Context: an optimization exercise on an open-source flow, tuned for small area. The choices shown serve that exercise and are no tape-out recipe. Function was checked by simulation only, so behaviour that the tests miss may differ from the original. No activity file was given, so power comes from the tool's default toggle rates.

// bitbang_core
module bitbang_core (
    input  wire        clk,
    input  wire        rst,           
    input  wire [10:0] host_addr,     
    input  wire        host_we,
    input  wire [31:0] host_wdata,
    input  wire        host_re,
    output reg  [31:0] host_rdata,    
    output wire        busy,
    output wire        ev_valid,
    output wire [1:0]  ev_kind,       
    output wire [2:0]  ev_role,
    output wire        ev_level,
    output wire [31:0] ev_dur,
    input  wire        ev_ack,
    input  wire        ev_fault,
    input  wire [7:0]  ev_info,
    input  wire        ev_rlevel
);
    localparam [29:0] TICKS = 30'd1000000000;
    localparam [3:0] OP_XLATE = 4'h1, OP_SPI_INIT = 4'h2, OP_SPI_FREE = 4'h3,
                     OP_SPI_XFER = 4'h4, OP_I2C_INIT = 4'h5, OP_I2C_FREE = 4'h6,
                     OP_I2C_WRITE = 4'h7, OP_I2C_READ = 4'h8, OP_I2C_WRRD = 4'h9,
                     OP_SER_INIT = 4'hA, OP_SER_FREE = 4'hB, OP_SER_WRITE = 4'hC,
                     OP_SER_READ = 4'hD;
    localparam [2:0] R_SCK = 3'd0, R_MOSI = 3'd1, R_MISO = 3'd2, R_SCL = 3'd3,
                     R_SDA = 3'd4, R_TX = 3'd5, R_RX = 3'd6;
    localparam [1:0] K_WRITE = 2'd0, K_READ = 2'd1, K_DELAY = 2'd2;
    localparam [2:0] E_OK = 3'd0, E_PIN = 3'd1, E_NACK = 3'd2, E_PARITY = 3'd3,
                     E_FRAME = 3'd4, E_CONFIG = 3'd5, E_ILLEGAL = 3'd6;
    localparam [2:0] PH_START1 = 3'd0, PH_START2 = 3'd1, PH_ADDR1 = 3'd2,
                     PH_ADDR2 = 3'd3, PH_WDATA = 3'd4, PH_RDATA = 3'd5,
                     PH_STOP = 3'd6, PH_FSTOP = 3'd7;
    reg        st_busy, st_done;
    reg [2:0]  st_err;
    reg        spi_valid, i2c_valid, ser_valid;
    reg [11:0] pinerr;               
    reg        po_sck, po_mosi, po_scl, po_sda, po_tx;
    reg [31:0] xl_rate;
    reg [29:0] xl_delay;
    reg [2:0]  spi_cfg;              
    reg [31:0] spi_rate;
    reg [28:0] spi_delay;
    reg [31:0] i2c_rate;
    reg [28:0] i2c_delay;
    reg [5:0]  ser_cfg;              
    reg [31:0] ser_rate;
    reg [29:0] ser_tbit;
    reg [7:0]  ser_rxdata;
    reg        dvp;                  
    reg [3:0]  op;
    reg [6:0]  addr7;                
    reg [7:0]  cnta, cntb;           
    reg [7:0]  bidx;                 
    reg [7:0]  sh;                   
    reg [2:0]  s;                    
    reg [3:0]  k;                    
    reg [2:0]  ph;                   
  ...
For scale: about 6,700 cells after synthesis, roughly 2,500 flip-flops, about 130 I/O pins.
export LEC_CHECK = 0
export CAP_MARGIN = 20
export CORE_MARGIN = 2
export CORE_UTILIZATION = 60
export PLACE_DENSITY = 0.7
export SLEW_MARGIN = 20
export SYNTH_HIERARCHICAL = 1
create_clock -name core_clock -period 10.0 [get_ports {clk}]
standard.sh (not shown) runs the stock make flow with config.mk's settings and CLKGATE_MAP_FILE= SYNTH_SCRIPT=/design/flow/synth_recipe.tcl, a recipe that flattens the netlist after the stock synthesis.
==> flow/flow/run.sh <==
#!/bin/bash
# The standard layout (the standard.sh, unchanged synthesis), with two
# options passed to ORFS through its environment:
# - clock tree: clkbuf_16 sink clusters of at most 28 flip-flops within 95 um,
#   without the dummy loads CTS adds to balance the tree;
# - port buffers: sky130_fd_sc_hd__buf_1.
set -euo pipefail
export CTS_ARGS="-sink_clustering_enable -repair_clock_nets -sink_clustering_size 28 -sink_clustering_max_diameter 95 -buf_list sky130_fd_sc_hd__clkbuf_16 -dont_use_dummy_load"
export BUFFER_PORTS_ARGS="-buffer_cell sky130_fd_sc_hd__buf_1"
bash standard.sh > flow.log 2>&1
The baseline completed with no timing, DRC or antenna violations.
Rerun with:
==> flow/flow/run.sh (replaced) <==
#!/bin/bash
# The standard layout (the standard.sh, unchanged synthesis), with two
# options passed to ORFS through its environment:
# - clock tree: clkbuf_16 sink clusters of at most 26 flip-flops within 90 um,
#   without the dummy loads CTS adds to balance the tree;
# - port buffers: sky130_fd_sc_hd__buf_1.
set -euo pipefail
export CTS_ARGS="-sink_clustering_enable -repair_clock_nets -sink_clustering_size 26 -sink_clustering_max_diameter 90 -buf_list sky130_fd_sc_hd__clkbuf_16 -dont_use_dummy_load"
export BUFFER_PORTS_ARGS="-buffer_cell sky130_fd_sc_hd__buf_1"
bash standard.sh > flow.log 2>&1
Clock skew decreases by 18 ps.
Final area hardly moves.
Power went up by about 1%.
Routed wire length barely changes.
Synthesized cell count is unchanged.
Fmax stays flat.
Clock-buffer cell count rises by 9.
Combinational power stays flat.
Worst setup slack loses 15 ps.
Rerun with:
==> flow/flow/run.sh (replaced) <==
#!/bin/bash
# The standard layout (the standard.sh, unchanged synthesis), with two
# options passed to ORFS through its environment:
# - clock tree: clkbuf_16 sink clusters of at most 25 flip-flops within 80 um,
#   without the dummy loads CTS adds to balance the tree;
# - port buffers: sky130_fd_sc_hd__buf_1.
set -euo pipefail
export CTS_ARGS="-sink_clustering_enable -repair_clock_nets -sink_clustering_size 25 -sink_clustering_max_diameter 80 -buf_list sky130_fd_sc_hd__clkbuf_16 -dont_use_dummy_load"
export BUFFER_PORTS_ARGS="-buffer_cell sky130_fd_sc_hd__buf_1"
bash standard.sh > flow.log 2>&1
Outcome:
- The changed run went through all stages and came out clean
- routed wire length hardly moves
- clock power climbs by 7.9%
- count of clock-buffer cells in the layout went up by 18
- total power increases by 2.1%
- maximum frequency rose by 0.90%
- clock skew decreases by 14 ps


bitbang_core, a different RTL version from the one above (not shown whole).
For scale: roughly 6,700 cells after synthesis, roughly 2,500 flip-flops, ~110,000 um2 of cells after synthesis.
## bitbang_core
module bitbang_core (
    input  wire        clk,
    input  wire        rst,           
    input  wire [10:0] host_addr,     
    input  wire        host_we,
    input  wire [31:0] host_wdata,
    input  wire        host_re,
    output reg  [31:0] host_rdata,    
    output wire        busy,
    output wire        ev_valid,
    output wire [1:0]  ev_kind,       
    output wire [2:0]  ev_role,
    output wire        ev_level,
    output wire [31:0] ev_dur,
    input  wire        ev_ack,
    input  wire        ev_fault,
    input  wire [7:0]  ev_info,
    input  wire        ev_rlevel
);
==> flow/config.mk <==
export PLATFORM = sky130hd
export DESIGN_NAME = bitbang_core
export DESIGN_NICKNAME = bitbang_core
export VERILOG_FILES = /design/flow/design.v
export SDC_FILE = /design/flow/constraint.sdc
export NUM_CORES = 8
export LEC_CHECK = 0
export CAP_MARGIN = 20
export CORE_MARGIN = 2
export CORE_UTILIZATION = 55
export PLACE_DENSITY = 0.65
export SLEW_MARGIN = 20
export SYNTH_HIERARCHICAL = 1
==> flow/constraint.sdc <==
create_clock -name core_clock -period 10.0 [get_ports {clk}]
set_input_delay 2.0000 -clock core_clock [delete_from_list [all_inputs] [get_ports {clk}]]
set_output_delay 2.0000 -clock core_clock [all_outputs]
set_load 0.01 [all_outputs]
==> flow/flow/run.sh <==
#!/bin/bash
# The standard layout (the standard.sh, unchanged synthesis), with two
# options passed to ORFS through its environment:
# - clock tree: clkbuf_16 sink clusters of at most 26 flip-flops within 90 um,
#   without the dummy loads CTS adds to balance the tree;
# - port buffers: sky130_fd_sc_hd__buf_1.
set -euo pipefail
export CTS_ARGS="-sink_clustering_enable -repair_clock_nets -sink_clustering_size 26 -sink_clustering_max_diameter 90 -buf_list sky130_fd_sc_hd__clkbuf_16 -dont_use_dummy_load"
export BUFFER_PORTS_ARGS="-buffer_cell sky130_fd_sc_hd__buf_1"
bash standard.sh > flow.log 2>&1
Edit:
Settings changed: CORE_UTILIZATION 55 to 62, PLACE_DENSITY 0.65 to 0.78.
Result:
- setup slack loses 0.029 ns
- design area is about the same
- clock-buffer cell count fell by 7
- utilization goes up by 7.2 points
- total power went down by 0.96%
- worst hold slack improves by 0.0036 ns
- clock power went down by about 4%
- maximum frequency falls by 0.32%
- area after synthesis does not change
- wire length goes down by 3.0%
- via count grows by 3.2%

## static timing again, ports no longer ideal
The results above use ideal ports. As a check the final layouts listed here were re-extracted and re-timed, cells and wires unchanged.
Step 1 assumes that a clkbuf_16 drives the clock port and a buf_2 every other input.
Step 2 adds t to the input delays and takes it off the output delays; t is the mean of the earliest and latest rising clock arrival at the registers after step 1. Input paths then give back, and output paths get back, about the clock's delay inside the block.
Three values: ideal ports, drivers, drivers and shift; two values: the first two.
run | t (ns) | setup slack, ns | worst setup path at the end
the first run of note 1 | 0.862 | 1.166 / 1.166 / 1.153 | input to register
the second run of note 1 | 0.878 | 1.151 / 1.151 / 0.972 | input to register
the third run of note 1 | 0.905 | 1.230 / 1.230 / 1.230 | register to register
the first run of note 2 | 0.868 | 0.955 / 0.955 / 0.741 | input to register
the second run of note 2 | 0.860 | 0.926 / 0.926 / 0.807 | input to register
After both steps every run listed still meets setup and hold. For the first run of note 2, which loses most, drivers alone change the setup slack by 0.000 ns; drivers and shift together by -0.214 ns.
